Background: an optimization exercise with open tools, aiming at small area, a short achievable clock period and few clock cycles. Do not read the settings as production practice. Function was not checked in any run shown here: the RTL went through the layout flow alone. The clock port is modelled as an ideal driver; clocking choices that lean on that would not hold on a real chip. No activity file was given, so power comes from the tool's default toggle rates.

$ cat flow/config.mk
export PLATFORM = sky130hd
export DESIGN_NAME = cc1_codec
export DESIGN_NICKNAME = cc1_codec
export VERILOG_FILES = /design/flow/design.v
export SDC_FILE = /design/flow/constraint.sdc
export NUM_CORES = 4
export LEC_CHECK = 0
export CAP_MARGIN = 20
export CORE_MARGIN = 2
export CORE_UTILIZATION = 40
export PLACE_DENSITY = 0.6
export SLEW_MARGIN = 20
export SYNTH_HIERARCHICAL = 1
export SYNTH_MINIMUM_KEEP_SIZE = 0
$ cat flow/constraint.sdc
create_clock -name core_clock -period 10.0 [get_ports {clk}]
set_input_delay 2.0000 -clock core_clock [delete_from_list [all_inputs] [get_ports {clk}]]
set_output_delay 2.0000 -clock core_clock [all_outputs]
set_load 0.01 [all_outputs]
$ cat flow/design.v
`timescale 1ns/1ps
module cc1_codec (
    input  wire        clk,
    input  wire        rst,           
    input  wire        cmd_valid,
    input  wire [31:0] cmd,
    output wire        ready,
    input  wire [7:0]  buf_we,
    input  wire [63:0] buf_wdata,
    input  wire [8:0]  arg_we,
    input  wire [71:0] arg_wdata,
    output wire [63:0] buf_q,
    output wire [71:0] arg_q,
    output wire [71:0] out_q,
    output wire [7:0]  res,
    output wire [7:0]  status
);
    localparam [7:0] TYPE_A = 8'h21, TYPE_P = 8'h3F, TYPE_R = 8'h2A;
    reg [7:0] buf_r [0:7];            
    reg [7:0] arg_r [0:8];
    reg [7:0] out0, out1, out2;       
    reg [5:0] out3;                   
    reg       out4, out5, out6;       
    reg [7:0] res_r;
    reg       ill_r;
    reg [7:0] a_hc1, a_hc2;
    reg [7:0] p_hc1, p_hc2;
    reg [6:0] p_rp1;                  
    reg [1:0] p_lc;
    reg [3:0] p_lt;
    reg [1:0] p_lf;
    reg [7:0] r_hc1, r_hc2;
    reg [5:0] r_rh1;                  
    reg [7:0] r_tp1, r_tr1;           
    reg [5:0] r_al;
    reg       r_s, r_w, r_sy;
    assign ready = 1'b1;
    genvar gi;
    generate
        for (gi = 0; gi < 8; gi = gi + 1) begin : g_bufq
            assign buf_q[8*gi +: 8] = buf_r[gi];
        end
        for (gi = 0; gi < 9; gi = gi + 1) begin : g_argq
            assign arg_q[8*gi +: 8] = arg_r[gi];
        end
    endgenerate
    assign out_q  = {8'd0, 8'd0, 7'd0, out6, 7'd0, out5, 7'd0, out4,
                     2'd0, out3, out2, out1, out0};
    assign res    = res_r;
    assign status = {7'd0, ill_r};
    wire       c_ill, c_crc, c_enc, c_enc_ck, c_decl8, c_getf_p, c_getf_r;
    wire [2:0] c_make, c_dec, c_valid, c_gethc, c_var;
    cc1_cmd_dec u_dec (
        .cmd_valid(cmd_valid), .cmd(cmd),
        .ill(c_ill), .crc(c_crc), .make(c_make), .enc(c_enc), .enc_ck(c_enc_ck),
        .dec(c_dec), .decl8(c_decl8), .valid(c_valid), .gethc(c_gethc),
        .getf_p(c_getf_p), .getf_r(c_getf_r), .var1h(c_var)
    );
    wire c_make_any  = |c_make;
    wire c_dec_any   = |c_dec;
    wire c_valid_any = |c_valid;
    wire c_gethc_any = |c_gethc;
    wire [6:0] mk_rp1;
    wire [1:0] mk_lc, mk_lf;
    wire [3:0] mk_lt;
    wire [5:0] mk_rh1, mk_al;
    wire [7:0] mk_tp1, mk_tr1;
    wire       mk_s, mk_w, mk_sy, mk_valid;
    cc1_make u_make (
        .a0(arg_r[0]), .a1(arg_r[1]), .a2(arg_r[2]), .a3(arg_r[3]), .a4(arg_r[4]),
        .a5(arg_r[5]), .a6(arg_r[6]), .a7(arg_r[7]), .a8(arg_r[8]),
        .rp1(mk_rp1), .lc(mk_lc), .lt(mk_lt), .lf(mk_lf), .rh1(mk_rh1),
        .tp1(mk_tp1), .tr1(mk_tr1), .al(mk_al), .s(mk_s), .w(mk_w), .sy(mk_sy),
        .valid(mk_valid)
    );
    wire [7:0] pe3 = {1'b0, p_rp1};
    wire [7:0] pe4 = {p_lf, p_lt, p_lc};
    wire [7:0] re3 = {r_w, r_s, r_rh1};
    wire [7:0] re4 = r_tp1;
    wire [7:0] re5 = r_tr1;
    wire [7:0] re6 = {r_sy, r_al, 1'b0};
    wire [7:0] enc_p [0:6];
    assign enc_p[0] = c_var[0] ? TYPE_A : c_var[1] ? TYPE_P : TYPE_R;
    assign enc_p[1] = c_var[0] ? a_hc1  : c_var[1] ? p_hc1  : r_hc1;
    assign enc_p[2] = c_var[0] ? a_hc2  : c_var[1] ? p_hc2  : r_hc2;
    assign enc_p[3] = c_var[0] ? 8'h01  : c_var[1] ? pe3    : re3;
    assign enc_p[4] = c_var[0] ? 8'h01  : c_var[1] ? pe4    : re4;
    assign enc_p[5] = c_var[2] ? re5 : 8'h01;
    assign enc_p[6] = c_var[2] ? re6 : 8'h01;
    wire [7:0] crcv_a, crcv_p, crcv_r;
    cc1_enc_crc u_ecrc (
        .a_hc1(a_hc1), .a_hc2(a_hc2), .p_hc1(p_hc1), .p_hc2(p_hc2), .pe3(pe3), .pe4(pe4),
        .r_hc1(r_hc1), .r_hc2(r_hc2), .re3(re3), .re4(re4), .re5(re5), .re6(re6),
        .crcv_a(crcv_a), .crcv_p(crcv_p), .crcv_r(crcv_r)
    );
    wire [7:0] enc_crc = c_var[0] ? crcv_a : c_var[1] ? crcv_p : crcv_r;
    wire [7:0] buf_crc;
    wire       fr_a, fr_p, fr_r;
    cc1_frame_chk u_chk (
        .b0(buf_r[0]), .b1(buf_r[1]), .b2(buf_r[2]), .b3(buf_r[3]),
        .b4(buf_r[4]), .b5(buf_r[5]), .b6(buf_r[6]), .b7(buf_r[7]),
        .crcv(buf_crc), .fr_a(fr_a), .fr_p(fr_p), .fr_r(fr_r)
    );
    wire buf0_nz = (buf_r[0] != 8'h00);
    wire dec_pass = c_decl8 && ((c_dec[0] && fr_a) || (c_dec[1] && fr_p) || (c_dec[2] && fr_r));
    wire hc_a  = c_make[0] || c_dec[0];
    wire hc_p  = c_make[1] || c_dec[1];
    wire hc_r  = c_make[2] || c_dec[2];
    wire wr_p  = c_make[1] || (c_dec[1] && c_decl8 && fr_p);
    wire wr_r  = c_make[2] || (c_dec[2] && c_decl8 && fr_r);
    wire [7:0] hc1_n = c_make_any ? arg_r[0] : dec_pass ? buf_r[1] : 8'hFF;
    wire [7:0] hc2_n = c_make_any ? arg_r[1] : dec_pass ? buf_r[2] : 8'hFF;
    wire [7:0] sel_hc1 = c_var[0] ? a_hc1 : c_var[1] ? p_hc1 : r_hc1;
    wire [7:0] sel_hc2 = c_var[0] ? a_hc2 : c_var[1] ? p_hc2 : r_hc2;
    wire       sel_valid = (sel_hc1 != 8'hFF) && (sel_hc2 != 8'hFF);
    wire [7:0] res_n = ({8{c_crc && buf0_nz}} & buf_crc)
                     | {4'd0, c_enc_ck || dec_pass, c_getf_p || c_getf_r || (c_enc && !c_enc_ck),
                        c_gethc_any || c_getf_r || (c_enc && !c_enc_ck),
                        (c_make_any && mk_valid) || (c_valid_any && sel_valid) ||
                        c_getf_r || (c_enc && !c_enc_ck)};
    wire [6:0] rpv1 = c_getf_p ? p_rp1 : {1'b0, r_rh1};
    integer i;
    always @(posedge clk) begin
        if (rst) begin
            res_r <= 8'h00;
            ill_r <= 1'b0;
            for (i = 0; i < 9; i = i + 1)
                arg_r[i] <= 8'h00;
            out0 <= 8'h00; out1 <= 8'h00; out2 <= 8'h00; out3 <= 6'd0;
            out4 <= 1'b0;  out5 <= 1'b0;  out6 <= 1'b0;
            a_hc1 <= 8'hFF; a_hc2 <= 8'hFF;
            p_hc1 <= 8'hFF; p_hc2 <= 8'hFF;
            p_rp1 <= 7'd1;  p_lc  <= 2'd0; p_lt <= 4'd1; p_lf <= 2'd1;
            r_hc1 <= 8'hFF; r_hc2 <= 8'hFF;
            r_rh1 <= 6'd1;  r_tp1 <= 8'd1; r_tr1 <= 8'd1; r_al <= 6'd1;
            r_s   <= 1'b0;  r_w   <= 1'b0; r_sy <= 1'b0;
        end else begin
            for (i = 0; i < 9; i = i + 1)
                if (arg_we[i]) arg_r[i] <= arg_wdata[8*i +: 8];
            if (cmd_valid) res_r <= res_n;
            if (c_ill) ill_r <= 1'b1;
            if (hc_a) begin a_hc1 <= hc1_n; a_hc2 <= hc2_n; end
            if (hc_p) begin p_hc1 <= hc1_n; p_hc2 <= hc2_n; end
            if (hc_r) begin r_hc1 <= hc1_n; r_hc2 <= hc2_n; end
            if (wr_p) begin
                p_rp1 <= c_make[1] ? mk_rp1 : buf_r[3][6:0];
                p_lc  <= c_make[1] ? mk_lc  : buf_r[4][1:0];
                p_lt  <= c_make[1] ? mk_lt  : buf_r[4][5:2];
                p_lf  <= c_make[1] ? mk_lf  : buf_r[4][7:6];
            end
            if (wr_r) begin
                r_rh1 <= c_make[2] ? mk_rh1 : buf_r[3][5:0];
                r_tp1 <= c_make[2] ? mk_tp1 : buf_r[4];
                r_tr1 <= c_make[2] ? mk_tr1 : buf_r[5];
                r_al  <= c_make[2] ? mk_al  : buf_r[6][6:1];
                r_s   <= c_make[2] ? mk_s   : buf_r[3][6];
                r_w   <= c_make[2] ? mk_w   : buf_r[3][7];
                r_sy  <= c_make[2] ? mk_sy  : buf_r[6][7];
            end
            if (c_gethc_any) begin
                out0 <= sel_hc1;
                out1 <= sel_hc2;
            end
            if (c_getf_p || c_getf_r)
                out0 <= {1'b0, rpv1 - 7'd1};
            if (c_getf_p) begin
                out1 <= {6'd0, p_lc};
                out2 <= {4'd0, p_lt};
                out3 <= {4'd0, p_lf};
            end
            if (c_getf_r) begin
                out1 <= r_tp1 - 8'd1;
                out2 <= r_tr1 - 8'd1;
                out3 <= r_al;
                out4 <= r_s;
                out5 <= r_w;
                out6 <= r_sy;
            end
        end
    end
    always @(posedge clk) begin
        if (!rst) begin
            for (i = 0; i < 7; i = i + 1)
                if (buf_we[i]) buf_r[i] <= buf_wdata[8*i +: 8];
                else if (c_enc) buf_r[i] <= enc_p[i];
            if (buf_we[7]) buf_r[7] <= buf_wdata[63:56];
            else if (c_enc_ck) buf_r[7] <= enc_crc;
        end
    end
endmodule
module cc1_cmd_dec (
    input  wire        cmd_valid,
    input  wire [31:0] cmd,
    output wire        ill,
    output wire        crc,
    output wire [2:0]  make,
    output wire        enc,
    output wire        enc_ck,
    output wire [2:0]  dec,
    output wire        decl8,
    output wire [2:0]  valid,
    output wire [2:0]  gethc,
    output wire        getf_p,
    output wire        getf_r,
    output wire [2:0]  var1h
);
    wire [7:0] op     = cmd[7:0];
    wire [7:0] len    = cmd[15:8];
    wire       ck     = cmd[16];
    wire       nb     = cmd[17];
    wire       hdr    = cmd_valid && (cmd[31:18] == 14'd0);
    wire       lo     = (op[3:2] == 2'd0);
    wire [2:0] v1h    = {lo && (op[1:0] == 2'd2), lo && (op[1:0] == 2'd1), lo && (op[1:0] == 2'd0)};
    wire       c1     = (op[7:4] == 4'h1);
    wire       c2     = (op[7:4] == 4'h2);
    wire       c3     = (op[7:4] == 4'h3);
    wire       c4     = (op[7:4] == 4'h4);
    wire       c5     = (op[7:4] == 4'h5);
    wire       c6     = (op[7:4] == 4'h6);
    wire       len7   = !nb && (len >= 8'd7);
    wire       len8   = !nb && (len >= 8'd8);
    assign var1h  = {!op[1] ? 1'b0 : !op[0], !op[1] && op[0], !op[1] && !op[0]};
    assign crc    = hdr && (op == 8'h01) && len7;
    assign make   = {3{hdr && c1}} & v1h;
    wire   enc_any = hdr && c2 && (v1h != 3'd0);
    assign enc    = enc_any && len7 && (!ck || len8);
    assign enc_ck = enc_any && ck && len8;
    assign dec    = {3{hdr && c3}} & v1h;
    assign decl8  = len8;
    assign valid  = {3{hdr && c4}} & v1h;
    assign gethc  = {3{hdr && c5}} & v1h;
    assign getf_p = hdr && c6 && v1h[1];
    assign getf_r = hdr && c6 && v1h[2];
    wire   legal  = (hdr && (op == 8'h01)) || (hdr && (c1 || c2 || c3 || c4 || c5) && (v1h != 3'd0))
                 || getf_p || getf_r;
    assign ill    = cmd_valid && !legal;
endmodule
module cc1_make (
    input  wire [7:0] a0, a1, a2, a3, a4, a5, a6, a7, a8,
    output wire [6:0] rp1,
    output wire [1:0] lc,
    output wire [3:0] lt,
    output wire [1:0] lf,
    output wire [5:0] rh1,
    output wire [7:0] tp1,
    output wire [7:0] tr1,
    output wire [5:0] al,
    output wire       s, w, sy, valid
);
    wire [6:0] inc2    = a2[6:0] + 7'd1;        
    wire       a5_zero = (a5 == 8'd0);
    assign rp1 = (a2 > 8'd100) ? 7'd101 : inc2;
    assign lc  = a3[1:0];
    assign lt  = (a4 < 8'd1) ? 4'd1 : (a4 > 8'd15) ? 4'd15 : a4[3:0];
    assign lf  = a5_zero ? 2'd1 : (a5 > 8'd3) ? 2'd3 : a5[1:0];
    assign rh1 = (a2 > 8'd50) ? 6'd51 : inc2[5:0];
    assign tp1 = (a3 > 8'd199) ? 8'd200 : a3 + 8'd1;
    assign tr1 = (a4 > 8'd199) ? 8'd200 : a4 + 8'd1;
    assign al  = a5_zero ? 6'd1 : (a5 > 8'd62) ? 6'd62 : a5[5:0];
    assign s   = (a6 != 8'd0);
    assign w   = (a7 != 8'd0);
    assign sy  = (a8 != 8'd0);
    assign valid = (a0 != 8'hFF) && (a1 != 8'hFF);
endmodule
module cc1_enc_crc (
    input  wire [7:0] a_hc1, a_hc2,
    input  wire [7:0] p_hc1, p_hc2, pe3, pe4,
    input  wire [7:0] r_hc1, r_hc2, re3, re4, re5, re6,
    output wire [7:0] crcv_a, crcv_p, crcv_r
);
    wire [6:0] crc_a, crc_p, crc_r;
    wire ca_t0 = a_hc1[7] ^ a_hc2[1];
    wire ca_t1 = a_hc1[3] ^ ca_t0;
    wire ca_t2 = a_hc2[0] ^ a_hc2[7];
    wire ca_t3 = a_hc2[3] ^ ca_t1;
    wire ca_t4 = a_hc2[2] ^ a_hc2[6];
    wire ca_t5 = a_hc1[7] ^ a_hc2[0];
    wire ca_t6 = a_hc1[6] ^ a_hc2[4];
    wire ca_t7 = a_hc1[4] ^ a_hc2[5];
    wire ca_t8 = a_hc1[2] ^ a_hc1[5];
    wire ca_t9 = a_hc1[0] ^ a_hc1[1];
    wire ca_t10 = ca_t7 ^ ca_t9;
    wire ca_u11 = a_hc1[3] ^ a_hc1[4];
    wire ca_u12 = ca_t4 ^ ca_t5;
    wire ca_u13 = ca_u11 ^ ca_u12;
    assign crc_a[0] = ca_u13;   
    wire ca_u14 = a_hc1[5] ^ ca_t2;
    wire ca_u15 = ca_t4 ^ ca_u14;
    wire ca_u16 = ca_t3 ^ ca_u15;
    assign crc_a[1] = ca_u16;   
    wire ca_u17 = a_hc1[0] ^ a_hc2[6];
    wire ca_u18 = ca_t2 ^ ca_t6;
    wire ca_u19 = ca_u17 ^ ca_u18;
    wire ca_u20 = ca_t3 ^ ca_u19;
    assign crc_a[2] = ca_u20;   
    wire ca_u21 = a_hc2[2] ^ a_hc2[4];
    wire ca_u22 = ca_t0 ^ ca_t2;
    wire ca_u23 = ca_u21 ^ ca_t10;
    wire ca_u24 = ca_u22 ^ ca_u23;
    assign crc_a[3] = ca_u24;   
    wire ca_u25 = ca_t8 ^ ca_t10;
    wire ca_u26 = ca_t3 ^ ca_u25;
    assign crc_a[4] = ~ca_u26;   
    wire ca_u27 = a_hc1[1] ^ ca_t5;
    wire ca_u28 = ca_t6 ^ ca_t8;
    wire ca_u29 = ca_u27 ^ ca_u28;
    assign crc_a[5] = ca_u29;   
    wire ca_u30 = a_hc1[2] ^ a_hc1[6];
    wire ca_u31 = a_hc2[5] ^ ca_u30;
    wire ca_u32 = ca_t1 ^ ca_u31;
    assign crc_a[6] = ~ca_u32;   
    wire cp_t0 = p_hc1[7] ^ pe4[7];
    wire cp_t1 = pe3[0] ^ pe3[1];
    wire cp_t2 = p_hc2[1] ^ pe3[2];
    wire cp_t3 = p_hc1[3] ^ pe4[2];
    wire cp_t4 = cp_t0 ^ p_hc2[0];
    wire cp_t5 = cp_t3 ^ pe4[3];
    wire cp_t6 = cp_t2 ^ pe3[7];
    wire cp_t7 = cp_t1 ^ p_hc2[4];
    wire cp_t8 = cp_t4 ^ p_hc2[7];
    wire cp_t9 = pe4[4] ^ pe4[6];
    wire cp_t10 = pe4[1] ^ pe4[5];
    wire cp_t11 = pe3[5] ^ pe4[0];
    wire cp_t12 = p_hc2[6] ^ pe3[6];
    wire cp_t13 = p_hc2[5] ^ pe3[4];
    wire cp_t14 = p_hc2[2] ^ pe3[3];
    wire cp_t15 = p_hc1[6] ^ p_hc1[7];
    wire cp_t16 = p_hc1[5] ^ p_hc2[3];
    wire cp_t17 = p_hc1[1] ^ p_hc1[4];
    wire cp_t18 = cp_t9 ^ p_hc1[0];
    wire cp_t19 = cp_t15 ^ p_hc1[2];
    wire cp_t20 = cp_t6 ^ cp_t7;
    wire cp_t21 = cp_t13 ^ cp_t5;
    wire cp_t22 = cp_t20 ^ cp_t8;
    wire cp_u23 = p_hc1[4] ^ p_hc2[6];
    wire cp_u24 = pe3[2] ^ pe4[4];
    wire cp_u25 = cp_t11 ^ cp_t14;
    wire cp_u26 = cp_u23 ^ cp_u24;
    wire cp_u27 = cp_t4 ^ cp_t5;
    wire cp_u28 = cp_u25 ^ cp_u26;
    wire cp_u29 = cp_u27 ^ cp_u28;
    assign crc_p[0] = ~cp_u29;   
    wire cp_u30 = p_hc2[2] ^ pe3[0];
    wire cp_u31 = pe3[4] ^ pe3[5];
    wire cp_u32 = cp_t10 ^ cp_t12;
    wire cp_u33 = cp_t16 ^ cp_t2;
    wire cp_u34 = cp_t3 ^ cp_u30;
    wire cp_u35 = cp_u31 ^ cp_u32;
    wire cp_u36 = cp_u33 ^ cp_u34;
    wire cp_u37 = cp_t8 ^ cp_u35;
    wire cp_u38 = cp_u36 ^ cp_u37;
    assign crc_p[1] = ~cp_u38;   
    wire cp_u39 = p_hc1[3] ^ p_hc1[6];
    wire cp_u40 = p_hc2[3] ^ cp_t12;
    wire cp_u41 = cp_u39 ^ cp_t18;
    wire cp_u42 = cp_u40 ^ cp_u41;
    wire cp_u43 = cp_t22 ^ cp_u42;
    assign crc_p[2] = cp_u43;   
    wire cp_u44 = p_hc1[0] ^ p_hc2[5];
    wire cp_u45 = pe4[5] ^ cp_t14;
    wire cp_u46 = cp_t17 ^ cp_u44;
    wire cp_u47 = cp_u45 ^ cp_u46;
    wire cp_u48 = cp_u47 ^ cp_t22;
    assign crc_p[3] = cp_u48;   
    wire cp_u49 = p_hc1[2] ^ p_hc2[1];
    wire cp_u50 = cp_t0 ^ cp_t1;
    wire cp_u51 = cp_t11 ^ cp_t16;
    wire cp_u52 = cp_t17 ^ cp_u49;
    wire cp_u53 = cp_t18 ^ cp_u50;
    wire cp_u54 = cp_u51 ^ cp_u52;
    wire cp_u55 = cp_t21 ^ cp_u53;
    wire cp_u56 = cp_u54 ^ cp_u55;
    assign crc_p[4] = ~cp_u56;   
    wire cp_u57 = p_hc1[1] ^ p_hc1[5];
    wire cp_u58 = p_hc2[0] ^ pe3[3];
    wire cp_u59 = pe3[6] ^ pe4[0];
    wire cp_u60 = pe4[2] ^ cp_t10;
    wire cp_u61 = cp_u57 ^ cp_u58;
    wire cp_u62 = cp_u59 ^ cp_t19;
    wire cp_u63 = cp_t7 ^ cp_u60;
    wire cp_u64 = cp_u61 ^ cp_u62;
    wire cp_u65 = cp_u63 ^ cp_u64;
    assign crc_p[5] = cp_u65;   
    wire cp_u66 = pe3[1] ^ pe4[1];
    wire cp_u67 = pe4[6] ^ cp_u66;
    wire cp_u68 = cp_t19 ^ cp_t6;
    wire cp_u69 = cp_u67 ^ cp_t21;
    wire cp_u70 = cp_u68 ^ cp_u69;
    assign crc_p[6] = ~cp_u70;   
    wire cr_t0 = r_hc1[7] ^ re6[5];
    wire cr_t1 = re6[1] ^ re6[2];
    wire cr_t2 = re6[0] ^ re6[4];
    wire cr_t3 = re5[3] ^ re5[6];
    wire cr_t4 = re4[7] ^ re5[5];
    wire cr_t5 = re4[2] ^ re5[2];
    wire cr_t6 = re3[0] ^ re3[1];
    wire cr_t7 = r_hc2[1] ^ re3[2];
    wire cr_t8 = cr_t0 ^ r_hc1[3];
    wire cr_t9 = r_hc2[0] ^ re6[6];
    wire cr_t10 = cr_t7 ^ re3[7];
    wire cr_t11 = cr_t6 ^ re5[0];
    wire cr_t12 = cr_t5 ^ re6[3];
    wire cr_t13 = cr_t4 ^ re4[4];
    wire cr_t14 = cr_t3 ^ re5[1];
    wire cr_t15 = cr_t2 ^ re4[0];
    wire cr_t16 = cr_t1 ^ re4[5];
    wire cr_t17 = cr_t8 ^ re5[4];
    wire cr_t18 = re4[3] ^ re5[7];
    wire cr_t19 = re3[6] ^ re4[1];
    wire cr_t20 = re3[5] ^ re6[7];
    wire cr_t21 = re3[4] ^ re4[6];
    wire cr_t22 = r_hc2[6] ^ r_hc2[7];
    wire cr_t23 = r_hc2[4] ^ re3[3];
    wire cr_t24 = r_hc1[7] ^ r_hc2[0];
    wire cr_t25 = r_hc1[5] ^ r_hc2[3];
    wire cr_t26 = r_hc1[4] ^ r_hc2[5];
    wire cr_t27 = r_hc1[2] ^ r_hc1[6];
    wire cr_t28 = r_hc1[0] ^ r_hc1[1];
    wire cr_t29 = cr_t9 ^ r_hc2[2];
    wire cr_t30 = cr_t26 ^ cr_t28;
    wire cr_t31 = cr_t20 ^ cr_t25;
    wire cr_t32 = cr_t19 ^ cr_t24;
    wire cr_t33 = cr_t16 ^ cr_t32;
    wire cr_t34 = cr_t14 ^ cr_t27;
    wire cr_t35 = cr_t13 ^ cr_t15;
    wire cr_t36 = cr_t12 ^ cr_t18;
    wire cr_t37 = cr_t17 ^ cr_t36;
    wire cr_u38 = r_hc1[4] ^ r_hc2[6];
    wire cr_u39 = re3[2] ^ re3[3];
    wire cr_u40 = re3[5] ^ re5[3];
    wire cr_u41 = re6[2] ^ cr_u38;
    wire cr_u42 = cr_u39 ^ cr_u40;
    wire cr_u43 = cr_t29 ^ cr_u41;
    wire cr_u44 = cr_u42 ^ cr_t35;
    wire cr_u45 = cr_u43 ^ cr_t37;
    wire cr_u46 = cr_u44 ^ cr_u45;
    assign crc_r[0] = ~cr_u46;   
    wire cr_u47 = r_hc1[3] ^ r_hc2[2];
    wire cr_u48 = re3[0] ^ re3[4];
    wire cr_u49 = re4[7] ^ re5[6];
    wire cr_u50 = re5[7] ^ re6[0];
    wire cr_u51 = cr_t22 ^ cr_t5;
    wire cr_u52 = cr_t7 ^ cr_u47;
    wire cr_u53 = cr_u48 ^ cr_u49;
    wire cr_u54 = cr_u50 ^ cr_t31;
    wire cr_u55 = cr_u51 ^ cr_u52;
    wire cr_u56 = cr_u53 ^ cr_t33;
    wire cr_u57 = cr_u54 ^ cr_u55;
    wire cr_u58 = cr_u56 ^ cr_u57;
    assign crc_r[1] = cr_u58;   
    wire cr_u59 = r_hc1[0] ^ r_hc1[6];
    wire cr_u60 = r_hc2[3] ^ r_hc2[4];
    wire cr_u61 = re3[6] ^ re4[6];
    wire cr_u62 = re5[2] ^ re6[1];
    wire cr_u63 = cr_t2 ^ cr_t22;
    wire cr_u64 = cr_t9 ^ cr_u59;
    wire cr_u65 = cr_u60 ^ cr_u61;
    wire cr_u66 = cr_u62 ^ cr_t10;
    wire cr_u67 = cr_t11 ^ cr_t13;
    wire cr_u68 = cr_u63 ^ cr_u64;
    wire cr_u69 = cr_u65 ^ cr_t17;
    wire cr_u70 = cr_u66 ^ cr_u67;
    wire cr_u71 = cr_u68 ^ cr_u69;
    wire cr_u72 = cr_u70 ^ cr_u71;
    assign crc_r[2] = ~cr_u72;   
    wire cr_u73 = r_hc2[7] ^ re6[7];
    wire cr_u74 = cr_t0 ^ cr_t23;
    wire cr_u75 = cr_t4 ^ cr_t6;
    wire cr_u76 = cr_u73 ^ cr_t10;
    wire cr_u77 = cr_t14 ^ cr_t16;
    wire cr_u78 = cr_t29 ^ cr_t30;
    wire cr_u79 = cr_u74 ^ cr_u75;
    wire cr_u80 = cr_u76 ^ cr_u77;
    wire cr_u81 = cr_u78 ^ cr_u79;
    wire cr_u82 = cr_u80 ^ cr_u81;
    assign crc_r[3] = ~cr_u82;   
    wire cr_u83 = r_hc1[2] ^ r_hc2[1];
    wire cr_u84 = re4[2] ^ re4[3];
    wire cr_u85 = cr_t21 ^ cr_t3;
    wire cr_u86 = cr_u83 ^ cr_u84;
    wire cr_u87 = cr_t11 ^ cr_t30;
    wire cr_u88 = cr_t31 ^ cr_t8;
    wire cr_u89 = cr_u85 ^ cr_u86;
    wire cr_u90 = cr_t35 ^ cr_u87;
    wire cr_u91 = cr_u88 ^ cr_u89;
    wire cr_u92 = cr_u90 ^ cr_u91;
    assign crc_r[4] = cr_u92;   
    wire cr_u93 = r_hc1[1] ^ r_hc1[5];
    wire cr_u94 = re5[5] ^ cr_t23;
    wire cr_u95 = cr_u93 ^ cr_t11;
    wire cr_u96 = cr_t12 ^ cr_t15;
    wire cr_u97 = cr_u94 ^ cr_t33;
    wire cr_u98 = cr_t34 ^ cr_u95;
    wire cr_u99 = cr_u96 ^ cr_u97;
    wire cr_u100 = cr_u98 ^ cr_u99;
    assign crc_r[5] = cr_u100;   
    wire cr_u101 = r_hc2[5] ^ re3[1];
    wire cr_u102 = re4[1] ^ re6[4];
    wire cr_u103 = cr_t1 ^ cr_t21;
    wire cr_u104 = cr_u101 ^ cr_u102;
    wire cr_u105 = cr_t10 ^ cr_u103;
    wire cr_u106 = cr_u104 ^ cr_t34;
    wire cr_u107 = cr_u105 ^ cr_t37;
    wire cr_u108 = cr_u106 ^ cr_u107;
    assign crc_r[6] = cr_u108;   
    assign crcv_a = (crc_a == 7'd0) ? 8'h80 : {1'b0, crc_a};
    assign crcv_p = (crc_p == 7'd0) ? 8'h80 : {1'b0, crc_p};
    assign crcv_r = (crc_r == 7'd0) ? 8'h80 : {1'b0, crc_r};
endmodule
module cc1_frame_chk (
    input  wire [7:0] b0, b1, b2, b3, b4, b5, b6, b7,
    output wire [7:0] crcv,
    output wire       fr_a, fr_p, fr_r
);
    localparam [7:0] TYPE_A = 8'h21, TYPE_P = 8'h3F, TYPE_R = 8'h2A;
    wire [7:0] cb0 = b0, cb1 = b1, cb2 = b2, cb3 = b3, cb4 = b4, cb5 = b5, cb6 = b6;
    wire [6:0] crc_b;
    wire cb_t0 = cb0[6] ^ cb1[7];
    wire cb_t1 = cb0[2] ^ cb1[3];
    wire cb_t2 = cb_t0 ^ cb_t1;
    wire cb_t3 = cb6[4] ^ cb6[5];
    wire cb_t4 = cb6[1] ^ cb6[2];
    wire cb_t5 = cb5[5] ^ cb6[0];
    wire cb_t6 = cb5[3] ^ cb5[6];
    wire cb_t7 = cb4[2] ^ cb5[2];
    wire cb_t8 = cb3[2] ^ cb4[7];
    wire cb_t9 = cb3[0] ^ cb3[1];
    wire cb_t10 = cb2[0] ^ cb_t8;
    wire cb_t11 = cb_t2 ^ cb_t3;
    wire cb_t12 = cb2[1] ^ cb6[7];
    wire cb_t13 = cb0[5] ^ cb1[6];
    wire cb_t14 = cb0[4] ^ cb1[5];
    wire cb_t15 = cb0[3] ^ cb1[4];
    wire cb_t16 = cb0[1] ^ cb1[2];
    wire cb_t17 = cb0[0] ^ cb1[1];
    wire cb_t18 = cb_t6 ^ cb_t9;
    wire cb_t19 = cb_t4 ^ cb_t7;
    wire cb_t20 = cb5[0] ^ cb_t5;
    wire cb_t21 = cb_t17 ^ cb_t18;
    wire cb_t22 = cb6[6] ^ cb_t10;
    wire cb_t23 = cb4[1] ^ cb_t19;
    wire cb_t24 = cb5[4] ^ cb_t11;
    wire cb_t25 = cb5[7] ^ cb6[3];
    wire cb_t26 = cb4[5] ^ cb5[1];
    wire cb_t27 = cb4[4] ^ cb4[6];
    wire cb_t28 = cb4[0] ^ cb4[3];
    wire cb_t29 = cb3[4] ^ cb3[5];
    wire cb_t30 = cb2[7] ^ cb3[7];
    wire cb_t31 = cb2[6] ^ cb3[6];
    wire cb_t32 = cb2[4] ^ cb3[3];
    wire cb_t33 = cb1[0] ^ cb2[5];
    wire cb_t34 = cb_t26 ^ cb_t32;
    wire cb_t35 = cb_t15 ^ cb_t33;
    wire cb_t36 = cb_t14 ^ cb_t29;
    wire cb_t37 = cb_t13 ^ cb_t16;
    wire cb_t38 = cb2[3] ^ cb_t31;
    wire cb_t39 = cb2[2] ^ cb_t12;
    wire cb_t40 = cb_t20 ^ cb_t27;
    wire cb_t41 = cb_t0 ^ cb_t34;
    wire cb_t42 = cb_t23 ^ cb_t37;
    wire cb_t43 = cb_t22 ^ cb_t30;
    wire cb_t44 = cb_t21 ^ cb_t41;
    wire cb_t45 = cb_t24 ^ cb_t25;
    wire cb_u46 = cb2[2] ^ cb2[6];
    wire cb_u47 = cb3[3] ^ cb3[5];
    wire cb_u48 = cb4[4] ^ cb5[3];
    wire cb_u49 = cb6[2] ^ cb_t15;
    wire cb_u50 = cb_t28 ^ cb_t5;
    wire cb_u51 = cb_t7 ^ cb_u46;
    wire cb_u52 = cb_u47 ^ cb_u48;
    wire cb_u53 = cb_u49 ^ cb_u50;
    wire cb_u54 = cb_u51 ^ cb_u52;
    wire cb_u55 = cb_t22 ^ cb_u53;
    wire cb_u56 = cb_u54 ^ cb_u55;
    wire cb_u57 = cb_t45 ^ cb_u56;
    assign crc_b[0] = cb_u57;   
    wire cb_u58 = cb2[7] ^ cb3[0];
    wire cb_u59 = cb4[5] ^ cb5[6];
    wire cb_u60 = cb5[7] ^ cb6[0];
    wire cb_u61 = cb_u58 ^ cb_u59;
    wire cb_u62 = cb_u60 ^ cb_t10;
    wire cb_u63 = cb_t2 ^ cb_t36;
    wire cb_u64 = cb_t38 ^ cb_t39;
    wire cb_u65 = cb_u61 ^ cb_t23;
    wire cb_u66 = cb_u62 ^ cb_u63;
    wire cb_u67 = cb_u64 ^ cb_u65;
    wire cb_u68 = cb_u66 ^ cb_u67;
    assign crc_b[1] = cb_u68;   
    wire cb_u69 = cb1[0] ^ cb2[1];
    wire cb_u70 = cb2[4] ^ cb5[2];
    wire cb_u71 = cb6[1] ^ cb_t13;
    wire cb_u72 = cb_t9 ^ cb_u69;
    wire cb_u73 = cb_u70 ^ cb_t38;
    wire cb_u74 = cb_u71 ^ cb_u72;
    wire cb_u75 = cb_t40 ^ cb_u73;
    wire cb_u76 = cb_u74 ^ cb_t24;
    wire cb_u77 = cb_t43 ^ cb_u75;
    wire cb_u78 = cb_u76 ^ cb_u77;
    assign crc_b[2] = cb_u78;   
    wire cb_u79 = cb5[5] ^ cb6[5];
    wire cb_u80 = cb_t4 ^ cb_u79;
    wire cb_u81 = cb_t35 ^ cb_t39;
    wire cb_u82 = cb_u80 ^ cb_u81;
    wire cb_u83 = cb_t43 ^ cb_t44;
    wire cb_u84 = cb_u82 ^ cb_u83;
    assign crc_b[3] = cb_u84;   
    wire cb_u85 = cb2[3] ^ cb4[2];
    wire cb_u86 = cb4[7] ^ cb_t12;
    wire cb_u87 = cb_t16 ^ cb_t28;
    wire cb_u88 = cb_u85 ^ cb_t35;
    wire cb_u89 = cb_t36 ^ cb_u86;
    wire cb_u90 = cb_u87 ^ cb_t11;
    wire cb_u91 = cb_t21 ^ cb_t40;
    wire cb_u92 = cb_u88 ^ cb_u89;
    wire cb_u93 = cb_u90 ^ cb_u91;
    wire cb_u94 = cb_u92 ^ cb_u93;
    assign crc_b[4] = cb_u94;   
    wire cb_u95 = cb2[0] ^ cb3[6];
    wire cb_u96 = cb4[0] ^ cb6[3];
    wire cb_u97 = cb6[4] ^ cb_t14;
    wire cb_u98 = cb_u95 ^ cb_u96;
    wire cb_u99 = cb_t20 ^ cb_u97;
    wire cb_u100 = cb_u98 ^ cb_u99;
    wire cb_u101 = cb_t42 ^ cb_t44;
    wire cb_u102 = cb_u100 ^ cb_u101;
    assign crc_b[5] = cb_u102;   
    wire cb_u103 = cb2[1] ^ cb2[5];
    wire cb_u104 = cb3[1] ^ cb3[2];
    wire cb_u105 = cb3[4] ^ cb3[7];
    wire cb_u106 = cb4[3] ^ cb4[6];
    wire cb_u107 = cb5[1] ^ cb_t6;
    wire cb_u108 = cb_u103 ^ cb_u104;
    wire cb_u109 = cb_u105 ^ cb_u106;
    wire cb_u110 = cb_u107 ^ cb_u108;
    wire cb_u111 = cb_u109 ^ cb_u110;
    wire cb_u112 = cb_t42 ^ cb_u111;
    wire cb_u113 = cb_t45 ^ cb_u112;
    assign crc_b[6] = cb_u113;   
    assign crcv = (crc_b == 7'd0) ? 8'h80 : {1'b0, crc_b};
    wire b7_form = b7[7] ? (b7[6:0] == 7'd0) : (b7[6:0] != 7'd0);
    wire crc_ok  = b7_form && ((crc_b ^ b7[6:0]) == 7'd0);
    wire [5:0] rhs = b3[5:0];
    wire [5:0] al  = b6[6:1];
    wire chk_a = (b0 == TYPE_A) && (b3 == 8'h01);
    wire chk_p = (b0 == TYPE_P)
              && (b3 != 8'h00) && (b3 <= 8'd101)
              && (b4[7:6] != 2'd0) && (b4[5:2] != 4'd0)
              && (b5 == 8'h01);
    wire chk_r = (b0 == TYPE_R)
              && (rhs != 6'd0) && (rhs <= 6'd51)
              && (b4 != 8'h00) && (b4 <= 8'd200)
              && (b5 != 8'h00) && (b5 <= 8'd200)
              && (al != 6'd0) && (al != 6'h3F);
    assign fr_a = chk_a && crc_ok;
    assign fr_p = chk_p && crc_ok;
    assign fr_r = chk_r && crc_ok;
endmodule
$ cat flow/flow/run.sh
#!/bin/bash
# ORFS layout via the standard.sh, in stages:
#  - port buffers from sky130_fd_sc_hd__buf_1 instead of the default cell;
#  - synthesis, floorplan and placement with the default setup margin;
#  - CTS and global routing with timing repair aiming for the setup margin in
#    flow/margin.txt, followed by a power (area) recovery pass after CTS
#    (flow/post_cts.tcl).
# Each make invocation logs to its own file here; ORFS keeps per-step logs
# under orfs/logs.
set -euo pipefail
export BUFFER_PORTS_ARGS="-buffer_cell sky130_fd_sc_hd__buf_1"
bash standard.sh synth > make_synth.log 2>&1
bash standard.sh floorplan > make_floorplan.log 2>&1
bash standard.sh place > make_place.log 2>&1
export SETUP_SLACK_MARGIN=$(cat flow/margin.txt)
export POST_CTS_TCL=$PWD/flow/post_cts.tcl
bash standard.sh > make_finish.log 2>&1
$ cat flow/flow/margin.txt
6.5
$ cat flow/flow/post_cts.tcl
# Area recovery after CTS timing repair: downsize cells off the critical
# paths while keeping the setup margin that the repair aimed for.
estimate_parasitics -placement
repair_timing -recover_power 100 -setup_margin $::env(SETUP_SLACK_MARGIN) -verbose
detailed_placement
check_placement -verbose
report_design_area
$ cat flow/standard.sh
#!/bin/bash
# synth_recipe.tcl (not shown) runs the flow's synth.tcl, then flattens the netlist and writes it again
# the make line also repeats each setting of config.mk as NAME=value (left out here)
make -C /OpenROAD-flow-scripts/flow DESIGN_CONFIG=/design/flow/config.mk WORK_HOME=/design/flow/orfs CLKGATE_MAP_FILE= SYNTH_SCRIPT=/design/flow/synth_recipe.tcl "${@:-finish}"
==> flow_metrics.env, run 1 <==
export IMPL_status="no timing/DRC/antenna violations"
export IMPL_worst_slew_pin_slew_ns=0.933
export IMPL_setup_worst_path_class="register to register"
export IMPL_synth_cells=1863
export IMPL_final_seq_area_sq_um=6090
export IMPL_max_cap_viol_count=0
export IMPL_post_drt_wl_per_cell_um=24.1
export IMPL_p_per_area_nw_per_um2=140
export IMPL_rsz0062_at_grt="yes"
export IMPL_dieArea_sq_um=45000
export IMPL_setup_tns_final_ns=0
export IMPL_vias=16200
export IMPL_dr_pass1_iters=6
export IMPL_synth_area_sq_um=17300
export IMPL_synth_edff_count=64
export IMPL_ir_drop_mv=0.164
export IMPL_die_height_um=212
export IMPL_layout_setup_ws_ns=6.01
export IMPL_synth_distinct_cells=78
export IMPL_period_share_pct=39.9
export IMPL_cp_end_kind="register"
export IMPL_dp_hpwl_mm=48.2
export IMPL_io_pins=413
export IMPL_grt_max_degree=167
export IMPL_antenna_found_initial=2
export IMPL_critPathMaxStageDelay_ns=0.51
export IMPL_critPathTopFamily="XOR/XNOR gates"
export IMPL_gr_total_overflow=0
export IMPL_nNetsFinal=2504
export IMPL_port_buffers=365
export IMPL_fill_cells=4054
export IMPL_core_area_sq_um=42900
export IMPL_min_path_type="register to register"
export IMPL_grt_pass1_vias=14800
export IMPL_clk_pin_slew_ns=0.06
export IMPL_crit_fanout=8
export IMPL_syn_avg_cell_area_sq_um=9.30
export IMPL_clock_fmax_ghz=0.251
export IMPL_cp_buffers_inverters=1
export IMPL_clkLatencyLatePin_ns=0.60
export IMPL_use_met2_pct=45.7
export IMPL_ys_seq_area_share_pct=35.1
export IMPL_crit_slowest_cell="edfxtp_1"
export IMPL_yosysWarnings=11
export IMPL_final_common_cell="buf_1"
export IMPL_grtUsageMet3_pct=7.30
export IMPL_required_ns=10.49
export IMPL_antenna_left=0
export IMPL_max_slew_margin_pct=37.8
export IMPL_diodes=0
export IMPL_hold_viol_final=0
export IMPL_ys_ff_latch=272
export IMPL_drive_gt1_share_pct=16.3
export IMPL_drtIter0Drc=1697
export IMPL_use_met1_pct=38.6
export IMPL_layout_common_cells="buf_1 (351), nor2_1 (277), dfxtp_1 (206), xnor2_1 (161), mux2i_1 (150)"
export IMPL_num_rows=76
export IMPL_min_period_ns=3.99
export IMPL_die_w_um=212
export IMPL_synthArstFlopShare_pct=0
export IMPL_drv_slew=0
export IMPL_clock_sinks=272
export IMPL_worstPathCellList="xnor3_2 -> xnor3_1 -> xnor2_2 -> xnor3_2 -> xnor2_2 -> nand4_1 -> nor4_2 -> nand3_2 -> buf_12 -> and3_4 -> o22ai_2 -> nor2_1 -> a211o_1"
export IMPL_grt_pass1_wl_mm=96.2
export IMPL_gp_congestion=0.970
export IMPL_start_util_pct=40.4
export IMPL_cts_tree="built"
export IMPL_busiest_layer="met2"
export IMPL_finalSetupViolations=0
export IMPL_routed_wirelength_mm=70.0
export IMPL_ys_flop_type="dfxtp_1"
export IMPL_drt_vias_per_instance=5.56
export IMPL_dp_slack_ns=3.70
export IMPL_multiInputGateArea_sq_um=11500
export IMPL_grt_use_total_pct=29.0
export IMPL_crit_arrival_ns=4.47
export IMPL_drcViolationCount=0
export IMPL_finClkSkew_ns=0.0318
export IMPL_start_kind="register"
export IMPL_leakage_uw=0.00904
export IMPL_area_growth_pct=29.4
report_power, final:
part           internal [uW]  total (uW)  switching [uW]
logic                    383         774             391
clock network            657        1140             486
registers               1160        1220            59.6
sequential cells by signal, indices dropped and copies added, names as in the netlist, 7 cells and up:
register and cells:
arg_r 72, buf_r 64, a_hc1 8, a_hc2 8, out0 8, out1 8
out2 8, p_hc1 8, p_hc2 8, r_hc1 8, r_hc2 8, r_tp1 8
r_tr1 8, res_r 8, p_rp1 7
worst reg2reg max path, delay by kind of cell, from the launching register on:
family,cells,cell delay (ns)
flip-flops,1,0.51
buffers and inverters,1,0.19
AND/OR/NAND/NOR,5,1.03
XOR/XNOR,5,1.68
AO/OA/AOI/OAI,2,0.46
logic make-up (layout without fill, tap and decap cells):
group,count (synthesis),count (layout),synth area share (%)
simple gates,609,611,16.4
xor+xnor,302,302,19.7
compound gates,289,289,11.0
flops,272,272,35.1
mux,187,187,11.0
buf+inv,186,598,5.53
fa+ha+maj,16,16,1.15
other cells,2,50,0.0433
area by class of cell:
type                            count  share of cell area [%]
Clock inverter                     15                   0.586
Tap cell                          585                    3.26
Inverter                           32                   0.552
Sequential cell                   272                    27.2
Clock buffer                       43                    3.88
Timing Repair Buffer              508                    13.5
Multi-Input combinational cell   1455                    51.1
cells in the mapped netlist, drive strengths merged, types with 3 or more instances:
master / number / area [sq um]
nand3: 27 / 135
or3: 9 / 57.6
nor3: 35 / 196
inv: 32 / 120
nand4: 10 / 62.6
nand2: 106 / 398
nor3b: 14 / 110
nor4: 27 / 200
mux2i: 165 / 1650
ha: 16 / 200
mux2: 22 / 259
xor2: 69 / 604
clkbuf: 69 / 259
o311a: 3 / 30.0
a21oi: 97 / 485
xnor3: 48 / 1090
nor2: 301 / 1130
a211oi: 20 / 150
or2: 3 / 18.8
o22ai: 17 / 163
dfxtp: 208 / 4160
o21a: 3 / 22.5
edfxtp: 64 / 1920
buf: 85 / 579
and3: 7 / 43.8
o21ai: 64 / 320
nand2b: 37 / 231
a211o: 48 / 420
nor2b: 11 / 68.8
o311ai: 7 / 68.8
or4: 5 / 37.5
o211ai: 5 / 37.5
xor3: 3 / 72.6
and4: 3 / 26.3
xnor2: 182 / 1650
nor4b: 8 / 76.3
a31oi: 3 / 18.8
per-stage QoR:
step / std cells / area, sq um / util (%) / power [uW] / hold slack [ns]
6_report: 2910 / 22400 / 52.3 / 3140 / 0.467
2_1_floorplan: 1911 / 17500 / - / 1670 / 0.442
3_3_place_gp: 2722 / 19000 / 44.2 / 1830 / 0.463
3_5_place_dp: 2722 / 19000 / 44.2 / 1840 / 0.465
5_1_grt: 2910 / 22400 / 52.3 / 3230 / 0.498
path summary, 6_finish.rpt:
path / startpoint / end / slack [ns] / depth (start not counted)
setup reg to reg: buf_r[1][7]$_DFFE_PP_ / p_hc1[2]$_SDFFE_PP1P_ / 6.01 / 13
hold reg to reg: out1[1]$_SDFFE_PP0P_ / out1[1]$_SDFFE_PP0P_ / 0.47 / 2
setup / recovery: buf_r[1][7]$_DFFE_PP_ / p_hc1[2]$_SDFFE_PP1P_ / 6.01 / 13
hold / removal: out1[1]$_SDFFE_PP0P_ / out1[1]$_SDFFE_PP0P_ / 0.47 / 2
modules after synthesis, one instance, submodules excluded:
module         copies in the design  cells inside
cc1_make                          1           122
cc1_cmd_dec                       1            60
cc1_enc_crc                       1           188
cc1_frame_chk                     1           162
cc1_codec                         1          1331
per-layer routing:
layer / up-vias / wire [um]
li1: 7280 / -
met1: 7869 / 28500
met2: 881 / 31300
met3: 146 / 7350
met4: 4 / 2890
met5: - / 32
==> inputs of run 2 (changes only) <==
--- a/flow/flow/run.sh
+++ b/flow/flow/run.sh
@@ -3,2 +3,4 @@
 #  - port buffers from sky130_fd_sc_hd__buf_1 instead of the default cell;
+#  - the three-input XOR/XNOR cells added to the platform's DONT_USE_CELLS,
+#    so the CRC networks map to faster two-input XORs;
 #  - synthesis, floorplan and placement with the default setup margin;
@@ -11,7 +13,10 @@
 export BUFFER_PORTS_ARGS="-buffer_cell sky130_fd_sc_hd__buf_1"
-bash standard.sh synth > make_synth.log 2>&1
-bash standard.sh floorplan > make_floorplan.log 2>&1
-bash standard.sh place > make_place.log 2>&1
+base=$(make -s -C "$FLOW_HOME" DESIGN_CONFIG="$PWD/config.mk" WORK_HOME="$PWD/orfs" print-DONT_USE_CELLS 2> make_print.log | sed -n 's/^DONT_USE_CELLS: //p')
+du="DONT_USE_CELLS=$base sky130_fd_sc_hd__xor3_1 sky130_fd_sc_hd__xor3_2 sky130_fd_sc_hd__xor3_4 sky130_fd_sc_hd__xnor3_1 sky130_fd_sc_hd__xnor3_2 sky130_fd_sc_hd__xnor3_4"
+echo "$du" > dont_use.txt
+bash standard.sh synth "$du" > make_synth.log 2>&1
+bash standard.sh floorplan "$du" > make_floorplan.log 2>&1
+bash standard.sh place "$du" > make_place.log 2>&1
 export SETUP_SLACK_MARGIN=$(cat flow/margin.txt)
 export POST_CTS_TCL=$PWD/flow/post_cts.tcl
-bash standard.sh > make_finish.log 2>&1
+bash standard.sh finish "$du" > make_finish.log 2>&1
==> run 2 against run 1 <==
Against the previous run:
- total power decreased by 0.31%
- register-to-register slack improved by 0.20 ns
- combinational power decreased by 6.2%
- via count decreased by 0.57%
- non-clock buffer count increased by 7
- flip-flop and latch count unchanged
- critical path depth decreased by 1
- global-route usage decreased by 0.87 points
- first-iteration DRC count decreased by 11%
- clock power increased by 4%
- critical endpoint is now out0[6]$_SDFFE_PP0P_
- largest cell class unchanged
==> flow_metrics.env, run 2 <==
export IMPL_status="no timing/DRC/antenna violations"
export IMPL_period_share_pct=38.3
export IMPL_ys_ff_latch=272
export IMPL_crit_arrival_ns=4.26
export IMPL_ir_drop_mv=0.142
export IMPL_die_w_um=211
export IMPL_rr_worst_depth=16
export IMPL_worst_slew_pin_slew_ns=1.01
export IMPL_cell_internal_pwr_uw=2190
export IMPL_port_buffers=365
export IMPL_vias=16100
export IMPL_drive_gt1_share_pct=17.6
export IMPL_fill_cells=3885
export IMPL_clk_pin_slew_ns=0.06
export IMPL_synth_distinct_cells=74
export IMPL_crit_fanout=7
export IMPL_largest_register_ffs=72
export IMPL_synthArstFlopShare_pct=0
export IMPL_required_ns=10.43
export IMPL_holdPathStages=2
export IMPL_start_util_pct=40.7
export IMPL_min_from="res_r[7]$_SDFFE_PP0P_"
export IMPL_swShare_pct=30.1
export IMPL_cp_end_kind="register"
export IMPL_setup_worst_path_class="primary input to register"
export IMPL_core_area_sq_um=42000
export IMPL_max_cap_viol_count=0
export IMPL_io_pins=413
export IMPL_dieArea_sq_um=44500
export IMPL_p_per_area_nw_per_um2=139
export IMPL_ys_flop_type="dfxtp_1"
export IMPL_grt_max_degree=174
export IMPL_clkLatencyLatePin_ns=0.59
export IMPL_gp_congestion=0.932
export IMPL_synth_commonest_cells="nor2_1 (302), xnor2_1 (287), dfxtp_1 (208)"
export IMPL_p_clk_share_pct=37.6
export IMPL_worstReg2RegEnd="a_hc2[1]$_SDFFE_PP1P_"
export IMPL_final_common_cell="buf_1"
export IMPL_placed_area_sq_um=18700
export IMPL_max_slew_margin_pct=32.4
export IMPL_grt_pass1_wl_mm=93.7
export IMPL_power_frac_comb_pct=23.2
export IMPL_finClkSkew_ns=0.0194
export IMPL_min_period_ns=3.83
export IMPL_num_rows=75
export IMPL_leakage_uw=0.00872
export IMPL_nNetsFinal=2562
export IMPL_power_switching_uw=942
export IMPL_antenna_found_initial=0
export IMPL_holdPathEnd="res_r[7]$_SDFFE_PP0P_"
export IMPL_reg_top3="arg_r (72), buf_r (64)"
export IMPL_ys_seq_area_share_pct=35.6
export IMPL_syn_avg_cell_area_sq_um=8.95
export IMPL_drtIter0Drc=1506
export IMPL_seq_power_share_pct=39.2
export IMPL_area_growth_pct=31.5
export IMPL_post_drt_wl_per_cell_um=23.2
export IMPL_yosysWarnings=11
export IMPL_clock_fmax_ghz=0.261
export IMPL_r2r_start="buf_r[6][1]$_DFFE_PP_"
export IMPL_drv_slew=0
export IMPL_synth_cells=1913
export IMPL_cts_tree="built"
export IMPL_dr_pass1_iters=6
export IMPL_drt_vias_per_instance=5.51
export IMPL_grt_pass1_vias=14700
export IMPL_yosysMostFrequentCell="nor2_1"
export IMPL_netlist_top_cell_by_area="dfxtp_1"
export IMPL_hold_viol_final=0
export IMPL_synth_edff_count=64
export IMPL_r2r_setup_slack_ns=6.21
export IMPL_dp_slack_ns=3.49
export IMPL_synth_area_sq_um=17100
export IMPL_drcViolationCount=0
export IMPL_grt_use_total_pct=28.1
export IMPL_finalSetupViolations=0
export IMPL_setup_tns_final_ns=0
export IMPL_rsz0062_at_grt="yes"
export IMPL_synth_top_area_share_pct=24.3
export IMPL_diodes=0
export IMPL_final_area_sq_um=22500
export IMPL_dp_hpwl_mm=46.9
export IMPL_synthTopCellsByArea="dfxtp_1 (24%), xnor2_1 (15%), edfxtp_1 (11%), mux2i_1 (9.7%), nor2_1 (6.6%)"
export IMPL_die_height_um=211
export IMPL_antenna_left=0
export IMPL_layout_setup_ws_ns=6.17
export IMPL_routed_wirelength_mm=67.9
export IMPL_layout_common_cells="buf_1 (346), nor2_1 (273), xnor2_1 (260), dfxtp_1 (208), mux2i_1 (156)"
export IMPL_gr_total_overflow=0
export IMPL_min_path_type="register to register"
export IMPL_largest_register="arg_r"
export IMPL_start_kind="primary input"
export IMPL_clock_sinks=272
-- run 2: cell type report --
class | count | area [sq um] | share of cell area, %
Sequential cell | 272 | 6090 | 27.1
Tap cell | 539 | 674 | 3.00
Inverter | 31 | 120 | 0.534
Timing Repair Buffer | 515 | 3070 | 13.7
Clock inverter | 17 | 188 | 0.834
Multi-Input combinational cell | 1507 | 11500 | 51.1
Clock buffer | 41 | 863 | 3.84
-- run 2: power groups by stage --
stage | Clock, uW | Sequential [uW] | Combinational, uW
after global placement | 0 | 1260 | 565
after floorplan | 0 | 1240 | 432
final | 1180 | 1230 | 726
after detailed placement | 0 | 1260 | 568
after global routing | 1230 | 1230 | 779
-- run 2: through the flow --
step | hold slack [ns] | total power, uW | instances | util (%)
global route | 0.494 | 3240 | 2922 | 53.5
floorplan | 0.442 | 1670 | 1961 | -
detailed placement | 0.470 | 1820 | 2726 | 44.4
finish | 0.477 | 3130 | 2922 | 53.5
global placement | 0.461 | 1820 | 2726 | 44.4
-- run 2: critical path, stage by stage --
cell	delay [ns]
buf_1	0.10
nor4_4	0.38
and4_4	0.33
nand2_4	0.08
nor3_4	0.18
buf_12	0.17
mux2i_4	0.29
ha_4	0.20
o221ai_4	0.11
xnor2_1	0.15
mux2i_1	0.17
a21oi_1	0.09
-- run 2: layer usage --
layer | share of wire, % | vias up | GRT usage (%)
met2 | 46 | 821 | 46.4
met4 | 3.4 | 0 | 8.45
met1 | 41 | 7727 | 37.3
met5 | 0 | - | 0
met3 | 9.4 | 127 | 5.56
li1 | - | 7413 | -
-- run 2: worst max path at each step --
| stage | startpoint | to | slack, ns | depth (start not counted) |
|---|---|---|---|---|
| floorplan | cmd[7] | out0[6]$_SDFFE_PP0P_ | 5.16 | 14 |
| detailed placement | cmd_valid | p_hc2[2]$_SDFFE_PP1P_ | 3.49 | 10 |
| global placement | cmd_valid | r_hc2[5]$_SDFFE_PP1P_ | 3.60 | 10 |
| finish | cmd[25] | out0[6]$_SDFFE_PP0P_ | 6.17 | 12 |
| global route | cmd[29] | out0[6]$_SDFFE_PP0P_ | 6.06 | 13 |
-- run 2: cell families (layout without fill, tap and decap cells) --
group	Yosys count	count (layout)	synth area share, %
simple gates	611	614	16.6
xor+xnor	351	351	18.7
compound gates	289	289	11.2
flops	272	272	35.6
mux	187	187	11.2
buf+inv	185	604	5.58
fa+ha+maj	16	16	1.17
other cells	2	50	0.0439
-- run 2: modules after synthesis (local to each module, per instance) --
module | flip-flops and latches | cells | times used | cell area [sq um]
cc1_codec | 272 | 1331 | 1 | 12500
cc1_frame_chk | 0 | 192 | 1 | 1570
cc1_make | 0 | 122 | 1 | 786
cc1_cmd_dec | 0 | 60 | 1 | 345
cc1_enc_crc | 0 | 208 | 1 | 1880
==> inputs of run 3 (changes only) <==
==> flow/flow/margin.txt (replaced) <==
7.0
--- a/flow/config.mk
+++ b/flow/config.mk
@@ -14 +14,2 @@
 export SYNTH_MINIMUM_KEEP_SIZE = 0
+export TNS_END_PERCENT = 0
==> run 3 against run 2 <==
Against the previous run:
- setup slack worse by 0.096 ns
- final cell count down 2.7%
- still clean
- clock power about the same
- sequential power about the same
- critical path depth down 3
- combinational power down 11%
- largest power group unchanged
- maximum frequency down 2.4%
- routed wire length down 6.2%
- total power down 2.6%
- die area unchanged
==> flow_metrics.env, run 3 <==
export IMPL_status="no timing/DRC/antenna violations"
export IMPL_setup_tns_final_ns=0
export IMPL_drive_gt1_share_pct=10.2
export IMPL_drv_slew=0
export IMPL_largest_register="arg_r"
export IMPL_gp_congestion=0.932
export IMPL_die_w_um=211
export IMPL_synth_commonest_cells="nor2_1 (302), xnor2_1 (287), dfxtp_1 (208)"
export IMPL_largest_register_ffs=72
export IMPL_ir_drop_mv=0.143
export IMPL_min_from="res_r[7]$_SDFFE_PP0P_"
export IMPL_synthArstFlopShare_pct=0
export IMPL_die_height_um=211
export IMPL_vias=15500
export IMPL_max_slew_margin_pct=32.4
export IMPL_final_common_cell="buf_1"
export IMPL_clkLatencyLatePin_ns=0.59
export IMPL_grt_max_degree=174
export IMPL_required_ns=10.45
export IMPL_ys_ff_latch=272
export IMPL_rsz0062_at_grt="yes"
export IMPL_yosysMostFrequentCell="nor2_1"
export IMPL_antenna_found_initial=2
export IMPL_clk_pin_slew_ns=0.06
export IMPL_post_drt_wl_per_cell_um=22.4
export IMPL_ys_seq_area_share_pct=35.6
export IMPL_layout_common_cells="buf_1 (357), nor2_1 (290), xnor2_1 (275), dfxtp_1 (208), mux2i_1 (162)"
export IMPL_start_util_pct=40.7
export IMPL_hold_viol_final=0
export IMPL_clock_sinks=272
export IMPL_io_pins=413
export IMPL_clock_fmax_ghz=0.255
export IMPL_dr_pass1_iters=6
export IMPL_synthTopCellsByArea="dfxtp_1 (24%), xnor2_1 (15%), edfxtp_1 (11%), mux2i_1 (9.7%), nor2_1 (6.6%)"
export IMPL_ys_flop_type="dfxtp_1"
export IMPL_worstReg2RegEnd="r_tr1[7]$_SDFFE_PP0P_"
export IMPL_drcViolationCount=0
export IMPL_drtIter0Drc=1283
export IMPL_r2r_setup_slack_ns=6.28
export IMPL_setup_worst_path_class="primary input to register"
export IMPL_final_util_pct=49.6
export IMPL_period_share_pct=39.3
export IMPL_synth_edff_count=64
export IMPL_fill_cells=4065
export IMPL_nNetsFinal=2482
export IMPL_cts_tree="built"
export IMPL_worst_slew_pin_slew_ns=1.01
export IMPL_leakage_uw=0.00799
export IMPL_max_cap_viol_count=0
export IMPL_synth_distinct_cells=74
export IMPL_min_path_type="register to register"
export IMPL_dp_hpwl_mm=46.9
export IMPL_grt_use_total_pct=27.6
export IMPL_start_kind="primary input"
export IMPL_synth_area_sq_um=17100
export IMPL_drt_vias_per_instance=5.45
export IMPL_antenna_left=0
export IMPL_core_area_sq_um=42000
export IMPL_routed_wirelength_mm=63.7
export IMPL_port_buffers=365
export IMPL_holdPathEnd="res_r[7]$_SDFFE_PP0P_"
export IMPL_p_per_area_nw_per_um2=146
export IMPL_rr_worst_depth=18
export IMPL_dieArea_sq_um=44500
export IMPL_crit_fanout=23
export IMPL_gr_total_overflow=0
export IMPL_grt_pass1_wl_mm=91.8
export IMPL_area_growth_pct=21.9
export IMPL_yosysWarnings=11
export IMPL_syn_avg_cell_area_sq_um=8.95
export IMPL_diodes=0
export IMPL_reg_top3="arg_r (72), buf_r (64)"
export IMPL_synth_cells=1913
export IMPL_cp_end_kind="register"
export IMPL_synth_top_area_share_pct=24.3
export IMPL_holdPathStages=2
export IMPL_min_period_ns=3.93
export IMPL_crit_arrival_ns=4.38
export IMPL_netlist_top_cell_by_area="dfxtp_1"
export IMPL_finClkSkew_ns=0.0212
export IMPL_grt_pass1_vias=14500
export IMPL_num_rows=75
export IMPL_r2r_start="buf_r[6][1]$_DFFE_PP_"
export IMPL_finalSetupViolations=0
==> run 3: power breakdown <==
group | leakage (uW) | total [uW] | internal (uW) | switching (uW)
logic | 0.00520 | 643 | 298 | 344
clock network | 0.000515 | 1170 | 687 | 485
registers | 0.00227 | 1230 | 1160 | 70.5
==> run 3: per-stage QoR <==
step	hold slack (ns)	power [uW]	area, sq um	setup WS, ns	instances
after floorplan	0.442	1670	17300	5.16	1961
after global placement	0.461	1820	18700	3.60	2726
after detailed placement	0.470	1820	18700	3.49	2726
after global routing	0.494	3170	20900	6.04	2842
final	0.477	3050	20900	6.07	2842
==> run 3: worst max-delay path by stage <==
stage                                      from                     to  slack, ns  depth (start not counted)
after global placement                cmd_valid  r_hc2[5]$_SDFFE_PP1P_       3.60                         10
after floorplan                          cmd[7]   out0[6]$_SDFFE_PP0P_       5.16                         14
after global routing      buf_r[3][5]$_DFFE_PP_  r_rh1[4]$_SDFFE_PP0P_       6.04                         17
final                                    cmd[0]  res_r[0]$_SDFFE_PP0P_       6.07                          9
after detailed placement              cmd_valid  p_hc2[2]$_SDFFE_PP1P_       3.49                         10
==> run 3: layout make-up <==
type                    count  area, sq um  area share [%]
clock inverters            17          188           0.899
flip-flops and latches    272         6090            29.2
inverters                  31          120           0.576
clock buffers              41          863            4.14
multi-input cells        1507        10800            51.6
repair buffers            435         2170            10.4
well taps                 539          674            3.23
==> run 3: per-module statistics from Yosys, one instance, submodules excluded <==
module,cells inside,flip-flops and latches
cc1_cmd_dec,60,0
cc1_enc_crc,208,0
cc1_codec,1331,272
cc1_make,122,0
cc1_frame_chk,192,0
==> run 3: layer usage <==
metal,track usage [%],wire length [um]
met5,0,13
met2,45.6,29300
met4,8.50,2020
met3,5.99,6040
met1,36.2,26300
==> run 3: cell families after synthesis <==
kind of cell | Yosys count | share of synthesized area, %
other | 2 | 0.0439
and+or+nand+nor | 611 | 16.6
xor gates and xnor gates | 351 | 18.7
DFF | 272 | 35.6
AOI/OAI and AO/OA | 289 | 11.2
muxes | 187 | 11.2
adders and majority gates | 16 | 1.17
buffers and inverters | 185 | 5.58
==> run 3: worst max-delay path, stage by stage <==
cell      delay [ns]
buf_1           0.22
nor2b_1         0.27
clkbuf_4        0.26
buf_16          0.20
mux2_1          0.16
mux2i_1         0.19
or4_1           0.67
o32ai_1         0.26
a21oi_1         0.13
==> inputs of run 4 (changes only) <==
--- a/flow/config.mk
+++ b/flow/config.mk
@@ -10,2 +10,4 @@
 export CORE_UTILIZATION = 40
+export CTS_BUF_LIST = sky130_fd_sc_hd__clkbuf_8
+export CTS_CLUSTER_SIZE = 30
 export PLACE_DENSITY = 0.6
@@ -14,2 +16 @@
 export SYNTH_MINIMUM_KEEP_SIZE = 0
-export TNS_END_PERCENT = 0
==> run 4 against run 3 <==
Against the previous run:
- sequential share of layout area shrank 4.9 points
- cell area grew 23%
- non-clock buffer count grew 268
- routed wire length grew 17%
- setup slack gained 0.089 ns
- sequential power is essentially flat
- clock skew grew 0.012 ns
- worst hold slack gained 0.017 ns
- combinational power grew 36%
- final cell count grew 10%
- critical path type unchanged
==> flow_metrics.env, run 4 <==
export IMPL_gp_congestion=0.932
export IMPL_drive_gt1_share_pct=35.7
export IMPL_r2r_start="buf_r[6][2]$_DFFE_PP_"
export IMPL_synth_compound_area_share_pct=11.2
export IMPL_synth_commonest_cells="nor2_1 (302), xnor2_1 (287), dfxtp_1 (208)"
export IMPL_ys_flop_type="dfxtp_1"
export IMPL_seq_power_share_pct=38.4
export IMPL_required_ns=10.50
export IMPL_io_pins=413
export IMPL_p_per_area_nw_per_um2=122
export IMPL_cell_internal_pwr_uw=2140
export IMPL_netlist_top_cell_by_area="dfxtp_1"
export IMPL_finClkSkew_ns=0.0334
export IMPL_antenna_left=0
export IMPL_crit_arrival_ns=4.34
export IMPL_crit_fanout=5
export IMPL_rsz0062_at_grt="yes"
export IMPL_post_drt_wl_per_cell_um=23.7
export IMPL_drcViolationCount=0
export IMPL_synth_distinct_cells=74
export IMPL_diodes=0
export IMPL_p_clk_share_pct=33.7
export IMPL_setup_tns_final_ns=0
export IMPL_die_w_um=211
export IMPL_clock_sinks=272
export IMPL_drtIter0Drc=1663
export IMPL_synthXorXnorAreaFrac_pct=18.7
export IMPL_synth_top_area_share_pct=24.3
export IMPL_worstPathCellList="buf_6 -> nor4b_4 -> and4_4 -> nand2_4 -> nor3_4 -> buf_12 -> mux2i_4 -> ha_4 -> buf_4 -> xnor2_2 -> nand2_1 -> a21oi_2 -> a211oi_2"
export IMPL_ys_seq_area_share_pct=35.6
export IMPL_nNetsFinal=2768
export IMPL_largest_register_ffs=72
export IMPL_swShare_pct=31.8
export IMPL_num_rows=75
export IMPL_critPathMaxStageDelay_ns=0.36
export IMPL_power_switching_uw=998
export IMPL_drv_slew=0
export IMPL_gr_total_overflow=0
export IMPL_synth_cells=1913
export IMPL_crit_start="cmd[20]"
export IMPL_min_path_type="register to register"
export IMPL_drt_vias_per_instance=5.57
export IMPL_layout_setup_ws_ns=6.16
export IMPL_finalSetupViolations=0
export IMPL_dr_pass1_iters=5
export IMPL_routed_wirelength_mm=74.3
export IMPL_cp_end_kind="register"
export IMPL_cts_tree="built"
export IMPL_dieArea_sq_um=44500
export IMPL_synth_mux_area_share_pct=11.2
export IMPL_power_frac_comb_pct=28.0
export IMPL_max_slew_margin_pct=38.9
export IMPL_synthArstFlopShare_pct=0
export IMPL_hold_viol_final=0
export IMPL_worst_slew_pin_slew_ns=0.916
export IMPL_syn_avg_cell_area_sq_um=8.95
export IMPL_cp_buffers_inverters=3
export IMPL_period_share_pct=38.4
export IMPL_synth_edff_count=64
export IMPL_clk_pin_slew_ns=0.06
export IMPL_crit_slowest_cell="nor4b_4"
export IMPL_largest_register="arg_r"
export IMPL_layout_common_cells="nor2_1 (259), xnor2_1 (255), buf_4 (218), buf_6 (206), buf_1 (197)"
export IMPL_yosysWarnings=11
export IMPL_grt_pass1_vias=16800
export IMPL_grt_max_degree=174
export IMPL_yosysMostFrequentCell="nor2_1"
export IMPL_status="no timing/DRC/antenna violations"
export IMPL_ir_drop_mv=0.0895
export IMPL_clkLatencyLatePin_ns=0.66
export IMPL_dp_hpwl_mm=46.9
run 4: logic make-up (layout without fill, tap and decap cells):
group / Yosys count / count (layout)
AO/OA/AOI/OAI: 289 / 289
XOR/XNOR: 351 / 351
adder cells (fa/ha/maj): 16 / 16
buffers and inverters: 185 / 821
flip-flops: 272 / 272
multiplexers: 187 / 187
other: 2 / 50
AND/OR/NAND/NOR: 611 / 614
run 4: per-module statistics from Yosys, one instance, submodules excluded:
module	cells inside	flip-flops and latches	times used
cc1_frame_chk	192	0	1
cc1_cmd_dec	60	0	1
cc1_codec	1331	272	1
cc1_enc_crc	208	0	1
cc1_make	122	0	1
run 4: power groups by stage:
stage               Sequential [uW]  Clock (uW)  Combinational, uW
global route                   1210        1120                934
floorplan                      1240           0                432
global placement               1260           0                565
detailed placement             1260           0                568
finish                         1200        1060                877
run 4: area by class of cell:
| type | instances | area (sq um) | area share (%) |
|---|---|---|---|
| Clock buffer | 56 | 771 | 3.00 |
| Multi-Input combinational cell | 1507 | 11700 | 45.7 |
| Clock inverter | 31 | 178 | 0.692 |
| Timing Repair Buffer | 703 | 5950 | 23.2 |
| Tap cell | 539 | 674 | 2.63 |
| Sequential cell | 272 | 6240 | 24.3 |
| Inverter | 31 | 120 | 0.468 |
run 4: tightest hold or removal path, stage by stage, from the launching register on:
cell and delay, ns:
dfxtp_2 0.33, nand2b_1 0.07, a21oi_1 0.06
run 4: path summary, 6_finish.rpt:
kind                           endpoint  slack [ns]  cells after the start
setup / recovery   out0[2]$_SDFFE_PP0P_        6.16                     13
hold / removal    res_r[6]$_SDFFE_PP0P_        0.49                      2
setup reg to reg  p_hc1[7]$_SDFFE_PP1P_        6.26                     16
hold reg to reg   res_r[6]$_SDFFE_PP0P_        0.49                      2
run 4: per-layer routing:
| metal | wire length (um) | global-route usage [%] | up-vias |
|---|---|---|---|
| met5 | 0 | 0 | - |
| met3 | 7890 | 7.91 | 191 |
| met2 | 34100 | 51.5 | 1002 |
| met4 | 3350 | 14.6 | 0 |
| met1 | 28900 | 40.1 | 8452 |
| li1 | - | - | 7829 |
run 4: metrics by stage:
step | util, % | cells | area [sq um] | hold slack, ns | power (uW)
2_1_floorplan | - | 1961 | 17300 | 0.442 | 1670
5_1_grt | 61.1 | 3139 | 25700 | 0.509 | 3260
6_report | 61.1 | 3139 | 25700 | 0.494 | 3140
3_3_place_gp | 44.4 | 2726 | 18700 | 0.461 | 1820
3_5_place_dp | 44.4 | 2726 | 18700 | 0.470 | 1820

Re-timed with assumed drivers on the ports (clkbuf_16 on the clock, buf_2 on other inputs), run 4 has 6.172 ns of setup slack against 6.161 ns with ideal ports, and 5.480 ns once port delays also move by the mid clock arrival of 0.693 ns.
